This design comes from an exercise in tuning for small area, a short achievable clock period and few clock cycles per item on the open sky130 flow, not from production work.
RTL that was checked went through simulation tests only; none was proved equivalent to the original.
No activity file was given, so power comes from the tool's default toggle rates.

==> flow/design.v <==
module fquot (
    input  wire        clk,
    input  wire        rst,         
    input  wire        start,
    input  wire [47:0] n,
    input  wire [31:0] d,
    output reg         busy,
    output reg         done,
    output reg  [63:0] q
);
    reg        dvd;             
    reg        fx;              
    reg        zn, zd;          
    reg [31:0] rem;             
    reg [31:0] dv;              
    reg [5:0]  en;              
    reg [4:0]  ed;              
    reg [4:0]  cnt;             
    reg [2:0] bn;
    reg [1:0] bd;
    integer i;
    always @* begin
        bn = 3'd5;
        for (i = 0; i < 6; i = i + 1)
            if (n[8*i +: 8] != 8'd0) bn = 3'd5 - i[2:0];
        bd = 2'd3;
        for (i = 0; i < 4; i = i + 1)
            if (d[8*i +: 8] != 8'd0) bd = 2'd3 - i[1:0];
    end
    wire [47:0] n_b = n << {bn, 3'd0};
    wire [31:0] d_b = d << {bd, 3'd0};
    wire        n_ok  = rem[30];
    wire        n_z2  = (rem[30:29] == 2'd0);
    wire        d_ok  = dv[31];
    wire        d_z2  = (dv[31:30] == 2'd0);
    wire        spec  = zn || zd;
    wire [33:0] x     = {rem, q[63:62]};
    wire [34:0] a3    = {1'b0, x};
    wire [34:0] b3    = ~{3'd0, dv};
    wire [34:0] e3    = ~{2'd0, dv, 1'b0};
    wire [34:0] ss3   = a3 ^ b3 ^ e3;
    wire [34:0] cc3   = (a3 & b3) | (a3 & e3) | (b3 & e3);
    wire [34:0] s1    = {1'b0, x} - {3'd0, dv};
    wire [34:0] s2    = {1'b0, x} - {2'd0, dv, 1'b0};
    wire [34:0] s3    = ss3 + {cc3[33:0], 1'b0} + 35'd2;
    wire        c1    = !s1[34];
    wire        c2    = !s2[34];
    wire        c3    = !s3[34];
    wire        go    = dvd || (n_ok && d_ok);
    wire        fix   = !dvd && !c2;                
    wire        last  = (cnt == 5'd26);
    wire        qh    = c2;
    wire        ql    = c3 || (c1 && !c2);
    wire [31:0] rd    = c3 ? s3[31:0] : c2 ? s2[31:0] : c1 ? s1[31:0] : x[31:0];
    wire [1:0]  dsh   = d_ok ? 2'd0 : d_z2 ? 2'd2 : 2'd1;
    wire [31:0] dvn   = dsh == 2'd2 ? {dv[29:0], 2'd0} :
                        dsh == 2'd1 ? {dv[30:0], 1'b0} : dv;
    wire [63:0] half   = (cnt != 5'd1) ? 64'd0 :
                         fx ? {19'd0, dv[31:1], 14'd0} : {18'd0, dv[31:1], 15'd0};
    wire [6:0]  em1    = 7'd15 + {2'd0, ed} - {1'b0, en} - {6'd0, fx};
    wire [10:0] ebits  = {~em1[6], {3{em1[6]}}, em1};
    always @(posedge clk) begin
        if (rst) begin
            busy <= 1'b0;
            done <= 1'b0;
        end else begin
            done <= 1'b0;
            if (!busy) begin
                if (start)
                    busy <= 1'b1;
            end else if (spec || (go && last)) begin
                busy <= 1'b0;
                done <= 1'b1;
            end
        end
    end
    always @(posedge clk) begin
        if (!busy) begin
            rem <= {1'b0, n_b[47:17]};
            dv  <= d_b;
            zn  <= (n == 48'd0);
            zd  <= (d == 32'd0);
            en  <= {bn, 3'd0};
            ed  <= {bd, 3'd0};
            cnt <= 5'd0;
            dvd <= 1'b0;
            fx  <= 1'b0;
            if (start)
                q <= {n_b[16:0], 47'd0};
        end else if (spec) begin
            q <= {1'b0, {11{zd}}, 52'd0};
        end else if (go) begin
            dvd <= 1'b1;
            if (!dvd)
                fx <= fix;
            rem <= rd;
            cnt <= cnt + 5'd1;
            if (!last)
                q <= {q[61:0], qh, ql} | half;
            else if (fx)
                q <= {1'b0, ebits, q[49:0], qh, ql};
            else
                q <= {1'b0, ebits, q[50:0], qh};
        end else begin
            if (!n_ok) begin
                if (!n_z2) begin
                    rem <= x[32:1];
                    q   <= {q[62:0], 1'b0};
                    en  <= en + 6'd1;
                end else begin
                    rem <= x[31:0];
                    q   <= {q[61:0], 2'd0};
                    en  <= en + 6'd2;
                end
            end
            dv <= dvn;
            ed <= ed + {3'd0, dsh};
        end
    end
endmodule
clock: 10.0 ns
lec_check: 0
cap_margin: 20
core_margin: 2
core_utilization: 40
setup_slack_margin: 5
slew_margin: 20
run.sh (not shown) runs the stock make flow with config.mk's settings and CLKGATE_MAP_FILE= SYNTH_SCRIPT=/design/flow/synth_recipe.tcl, a recipe that flattens the netlist after the stock synthesis.
Rerun with:
--- a/flow/design.v
+++ b/flow/design.v
@@ -10,5 +10,4 @@
 );
     reg        dvd;             
-    reg        fx;              
     reg        zn, zd;          
     reg [31:0] rem;             
@@ -30,5 +29,5 @@
     wire [47:0] n_b = n << {bn, 3'd0};
     wire [31:0] d_b = d << {bd, 3'd0};
-    wire        n_ok  = rem[30];
+    wire        n_ok  = rem[31] || rem[30];
     wire        n_z2  = (rem[30:29] == 2'd0);
     wire        d_ok  = dv[31];
@@ -56,7 +55,6 @@
     wire [31:0] dvn   = dsh == 2'd2 ? {dv[29:0], 2'd0} :
                         dsh == 2'd1 ? {dv[30:0], 1'b0} : dv;
-    wire [63:0] half   = (cnt != 5'd1) ? 64'd0 :
-                         fx ? {19'd0, dv[31:1], 14'd0} : {18'd0, dv[31:1], 15'd0};
-    wire [6:0]  em1    = 7'd15 + {2'd0, ed} - {1'b0, en} - {6'd0, fx};
+    wire [63:0] half   = dvd ? 64'd0 : {20'd0, dv[31:1], 13'd0};
+    wire [6:0]  em1    = 7'd15 + {2'd0, ed} - {1'b0, en};
     wire [10:0] ebits  = {~em1[6], {3{em1[6]}}, em1};
     always @(posedge clk) begin
@@ -69,5 +67,5 @@
                 if (start)
                     busy <= 1'b1;
-            end else if (spec || (go && last)) begin
+            end else if (spec || (go && !fix && last)) begin
                 busy <= 1'b0;
                 done <= 1'b1;
@@ -85,24 +83,19 @@
             cnt <= 5'd0;
             dvd <= 1'b0;
-            fx  <= 1'b0;
             if (start)
                 q <= {n_b[16:0], 47'd0};
         end else if (spec) begin
             q <= {1'b0, {11{zd}}, 52'd0};
-        end else if (go) begin
+        end else if (go && !fix) begin
             dvd <= 1'b1;
-            if (!dvd)
-                fx <= fix;
             rem <= rd;
             cnt <= cnt + 5'd1;
-            if (!last)
+            if (last)
+                q <= {1'b0, ebits, q[50:0], qh};
+            else
                 q <= {q[61:0], qh, ql} | half;
-            else if (fx)
-                q <= {1'b0, ebits, q[49:0], qh, ql};
-            else
-                q <= {1'b0, ebits, q[50:0], qh};
         end else begin
-            if (!n_ok) begin
-                if (!n_z2) begin
+            if (go || !n_ok) begin
+                if (go || !n_z2) begin
                     rem <= x[32:1];
                     q   <= {q[62:0], 1'b0};
The changed run completed with no timing, DRC or antenna violations. Sequential share of layout area rises by 0.55 points. Power falls by 6.7%. Final cell count falls by 0.89%. Worst setup slack is better by 30 ps. Die area falls by 2.3%. First-iteration DRC count falls by 3.6%. Non-clock buffer count falls by 8. Wire length rises by 4.1%. Cell area falls by 2.8%. Sequential cell count falls by 1.
Testbench counts after the change, summed over its fixed seeds: cycles 15,736, divisions 512.
The RTL of the first run of this note was laid out without a check of its function.

static timing again, ports no longer ideal:
Ports are ideal in the flow. The routed layouts listed here were re-timed in OpenROAD.
Step 1, drivers: a clkbuf_16 drives clk and a buf_2 each remaining input, both assumed.
Step 2 adds t to the input delays and takes it off the output delays; t is the mean of the earliest and latest rising clock arrival at the registers after step 1. Input paths then give back, and output paths get back, about the clock's delay inside the block.
a / b / c = ideal ports / drivers / drivers and shift; a / b = the first two.
run	t, ns	slack for setup (ns)	worst setup path at the end
the first run	0.510	5.075 / 5.100 / 4.595	input to register
the second run	0.512	5.105 / 5.105 / 4.637	input to register
After both steps setup and hold are still met in every run listed. For the first run, which loses most, drivers alone change the setup slack by +0.025 ns; drivers and shift together by -0.480 ns.
